Source: an optimization exercise on an open RTL-to-GDS flow (aim: small area and few clock cycles). Production flows keep margins and buffers that such runs may drop.
At most, simulation tests tie the RTL to the original design; equivalence was not proved.
No activity file was given, so power comes from the tool's default toggle rates.

the baseline:
==> flow/design.v <==
module tacws (
    input  wire        clk,
    input  wire        rst,           
    input  wire        cmd_valid,
    output wire        cmd_ready,
    input  wire [47:0] cmd_word,
    output wire        rsp_valid,
    output wire [1:0]  rsp_status,
    output wire [15:0] rsp_data,
    output wire        bus_valid,
    output wire        bus_we,
    output wire [2:0]  bus_addr,
    output wire [15:0] bus_wdata,
    input  wire        bus_ready,
    input  wire [15:0] bus_rdata
);
    reg        busy;
    reg [3:0]  k;         
    reg        line;      
    reg        s;         
    reg        p;         
    reg        ie;        
    reg [1:0]  ch;        
    reg [2:0]  om;        
    reg [1:0]  lm;        
    reg [15:0] a;         
    reg [15:0] b;         
    wire [3:0] n_op = cmd_word[47:44];
    wire       n_p  = cmd_word[43];
    wire [1:0] n_ch = cmd_word[42:41];
    wire o_apply  = (n_op == 4'h1);
    wire o_chan   = (n_op == 4'h2);
    wire o_pwm    = (n_op == 4'h3);
    wire o_startm = (n_op == 4'h5);
    wire o_stop   = (n_op == 4'h6);
    wire o_getcnt = (n_op == 4'h7);
    wire o_rstcnt = (n_op == 4'h8);
    wire o_setper = (n_op == 4'h9);
    wire o_setdut = (n_op == 4'hA);
    wire o_getcc  = (n_op == 4'hB);
    wire n_illegal = (n_op == 4'h0) || (n_op >= 4'hC);
    wire n_nocfg   = (o_apply || o_chan || o_pwm) && !n_p;
    wire n_badch   = (o_chan || o_pwm || o_setdut || o_getcc) && (n_ch == 2'd3);
    wire [1:0] n_status = n_illegal ? 2'd3 : n_nocfg ? 2'd1 : n_badch ? 2'd2 : 2'd0;
    wire n_none    = n_illegal || n_nocfg || (n_badch && !o_pwm);
    wire n_line = o_chan || o_setdut || o_getcc;
    wire [3:0] n_k = (o_getcnt || o_getcc)           ? 4'd11 :
                     (o_setper || o_setdut || o_pwm) ? 4'd10 :
                     o_rstcnt                        ? 4'd2  : 4'd0;
    wire n_ie = o_apply ? cmd_word[36] : o_chan ? cmd_word[37] : o_stop;
    wire k9   = k[3] & ~k[1] & k[0];
    wire k10  = k[3] & k[1] & ~k[0];
    wire k11  = k[3] & k[1] & k[0];
    wire ld   = ~bus_we;
    wire last = k11 | (k10 & ~p) | (~line & s & ~k[3] & ~k[1] & k[0]);
    wire ch_ok = (ch != 2'd3);
    wire t0 = ~line & (k == 4'd0);
    wire t2 = ~line & (k == 4'd2);
    wire t4 = ~line & (k == 4'd4);
    wire t6 = ~line & (k == 4'd6);
    wire t8 = ~line & (k == 4'd8);
    wire c0 =  line & (k == 4'd0);
    wire c2 =  line & (k == 4'd2);
    wire c4 =  line & (k == 4'd4);
    wire c6 =  line & (k == 4'd6);
    wire c8 =  line & (k == 4'd8);
    wire [1:0] mv = lm & {2{s & ~ie}};
    reg [15:0] u;
    always @(*) begin
        u = bus_rdata;
        if (t4 | c8)  u[0] = 1'b0;
        if (t8)       u[1] = ie;
        if (c8)       u[1] = 1'b0;
        if (t2)       u[2] = 1'b1;
        if (t0)       u[5:4] = mv;
        if (t6)       u[5:4] = lm;
        if (c6)       u[4] = ie;
        if (c4)       u[5] = om[0];
        if (t6 | c4)  u[7:6] = om[2:1];
        if (t6)       u[9:8] = ch;
        if (c0)       u[8] = 1'b0;
        if (c2)       u[15:10] = 6'b0;
    end
    assign cmd_ready  = ~busy;
    assign rsp_valid  = ~busy & ~k[3];
    assign rsp_status = k[1:0];
    assign rsp_data   = a;
    assign bus_valid  = busy;
    assign bus_we     = k[0] ^ (k[3] & k[1]);
    assign bus_addr   = {line ? ch + 2'd1 : {1'b0, k10}, k[3] & k[1]};
    assign bus_wdata  = a;
    wire accept = ~busy & cmd_valid;
    wire step   = busy & bus_ready;
    always @(posedge clk) begin
        if (~busy) begin
            line <= n_line;
            s    <= ~o_apply;
            p    <= o_pwm;
            ie   <= n_ie;
            ch   <= n_ch;
            om   <= cmd_word[40:38];
            b    <= o_pwm ? cmd_word[15:0] : cmd_word[31:16];
        end else if (step & k10 & p) begin
            line <= ~line & ch_ok;
        end
    end
    always @(posedge clk) begin
        if (accept)
            a <= n_none ? 16'h0000 : cmd_word[31:16];
        else if (busy & ld)
            a <= u;
        else if (step & k9)
            a <= b;
        else if (step & last)
            a <= 16'h0000;
    end
    always @(posedge clk) begin
        if (rst) begin
            busy <= 1'b0;
            k[3] <= 1'b1;
            lm   <= 2'd0;
        end else if (accept) begin
            if (n_none) begin
                k <= {2'b00, n_status};
            end else begin
                busy <= 1'b1;
                k    <= n_k;
            end
            if ((o_apply && n_p) || o_startm)
                lm <= cmd_word[38:37];
            if (o_pwm && n_p)
                lm <= 2'd1;
        end else if (step) begin
            if (last) begin
                busy <= 1'b0;
                k    <= {2'b00, p & ~ch_ok, 1'b0};
            end else if (k10 & p) begin
                k <= 4'd0;
            end else begin
                k <= k + 4'd1;
            end
        end
    end
endmodule
Settings: LEC_CHECK=0, CAP_MARGIN=20, CORE_MARGIN=2, CORE_UTILIZATION=40, SLEW_MARGIN=20; clock period 6.0 ns.
standard.sh (not shown) runs the stock make flow with config.mk's settings and CLKGATE_MAP_FILE= SYNTH_SCRIPT=/design/flow/synth_recipe.tcl, a recipe that flattens the netlist after the stock synthesis.
==> flow/flow/run.sh <==
#!/bin/bash
# ORFS layout through the standard.sh, with these changes:
#  - the ABC mapping script leaves out ABC's buffering and upsizing (the
#    design has timing slack to spare), so the mapping is smaller;
#  - the port buffers are plain buf_1 cells;
#  - clock tree synthesis inserts no dummy loads.
set -u
W=$(pwd)
rm -rf "$W/scripts_copy"
cp -r "$FLOW_HOME/scripts" "$W/scripts_copy"
cp "$W/flow/abc_map.script" "$W/scripts_copy/abc_speed.script"
CTS="-sink_clustering_enable -repair_clock_nets -dont_use_dummy_load -buf_list sky130_fd_sc_hd__clkbuf_8"
export BUFFER_PORTS_ARGS="-buffer_cell sky130_fd_sc_hd__buf_1"
export CTS_ARGS="$CTS"
bash standard.sh "SCRIPTS_DIR=$W/scripts_copy" "CTS_ARGS=$CTS" \
  "BUFFER_PORTS_ARGS=-buffer_cell sky130_fd_sc_hd__buf_1" finish > standard_flow.log 2>&1
==> flow/flow/abc_map.script <==
&get -n
&st
&dch
&nf -R 1000
&st
&syn2
&if -g -K 6
&synch2
&nf -R 1000
&st
&syn2
&if -g -K 6
&synch2
&nf -R 1000
&st
&syn2
&if -g -K 6
&synch2
&nf -R 1000
&st
&syn2
&if -g -K 6
&synch2
&nf -R 1000
&st
&syn2
&if -g -K 6
&synch2
&nf -R 1000
&put
topo
stime -c
dnsize -c
The baseline closes out successfully: all stages finished, all timing, DRC and antenna checks passed.
Relative to the baseline, the following input files were edited for the candidate:
-- flow/design.v --
<<< the baseline, line 93
    wire step   = busy & bus_ready;
    always @(posedge clk) begin
        if (~busy) begin
            line <= n_line;
            s    <= ~o_apply;
>>> the candidate, line 93
    wire step   = busy & bus_ready;
    always @(posedge clk) begin
        if (accept) begin
            line <= n_line;
            s    <= ~o_apply;
<<< the baseline, line 101
            om   <= cmd_word[40:38];
            b    <= o_pwm ? cmd_word[15:0] : cmd_word[31:16];
        end else if (step & k10 & p) begin
            line <= ~line & ch_ok;
        end
    end
    always @(posedge clk) begin
        if (accept)
            a <= n_none ? 16'h0000 : cmd_word[31:16];
        else if (busy & ld)
            a <= u;
        else if (step & k9)
            a <= b;
        else if (step & last)
            a <= 16'h0000;
    end
    always @(posedge clk) begin
>>> the candidate, line 101
            om   <= cmd_word[40:38];
            b    <= o_pwm ? cmd_word[15:0] : cmd_word[31:16];
            a    <= n_none ? 16'h0000 : cmd_word[31:16];
        end else if (step) begin
            if (ld)
                a <= u;
            else if (k9)
                a <= b;
            else if (last)
                a <= 16'h0000;
            if (k10 & p)
                line <= ~line & ch_ok;
        end
    end
    always @(posedge clk) begin
--- outcome ---
- The first-iteration DRC count number comes out lower for the candidate vs the baseline.
- The candidate against the baseline: wire length of the first global-routing pass decreased 160 um, area after synthesis went up by about 2%.
- The total power number comes out higher for the candidate vs the baseline.
- | number of stages on the worst setup path | the candidate vs the baseline | 4 lower |
- Comparing the candidate and the baseline, the higher worst hold-check slack was measured on the candidate.
- The baseline reports its critical path endpoint as a[13] while the candidate reports bus_we.
- Summary: die area, the candidate worse than the baseline
- The candidate vs the baseline: wire length on met2 up slightly
Testbench counts of the candidate, summed over its fixed seeds: cycles 22,002.
Function not checked in the baseline: the RTL went through the layout flow alone.

[static timing again, ports no longer ideal]
In the flow no input, the clock included, has a driving cell. The finished layouts below were timed again as built, in two steps. Step 1: set_driving_cell puts a clkbuf_16 on clk and a buf_2 on each other input, an assumption about the parent block. Step 2, shift: input delay + t, output delay - t, t = (earliest + latest rising clock arrival at the registers) / 2. This alone moves slack from input paths to output paths. Three values: ideal, step 1, step 2; two values: the first two.
| run | t, ns | slack for setup (ns) | worst hold slack (ns) | cell pins on the clock port's net |
|---|---|---|---|---|
| the baseline | 0.323 | 2.657 / 2.663 / 2.340 | 0.476 / 0.476 / 0.476 | 1 |
| the candidate | 0.327 | 2.672 / 2.641 / 2.776 | 0.487 / 0.487 / 0.487 | 1 |
After both steps setup and hold are still met in every run listed. The setup slack of the baseline, which loses most, moves by +0.006 ns with the drivers and by -0.317 ns with both steps.
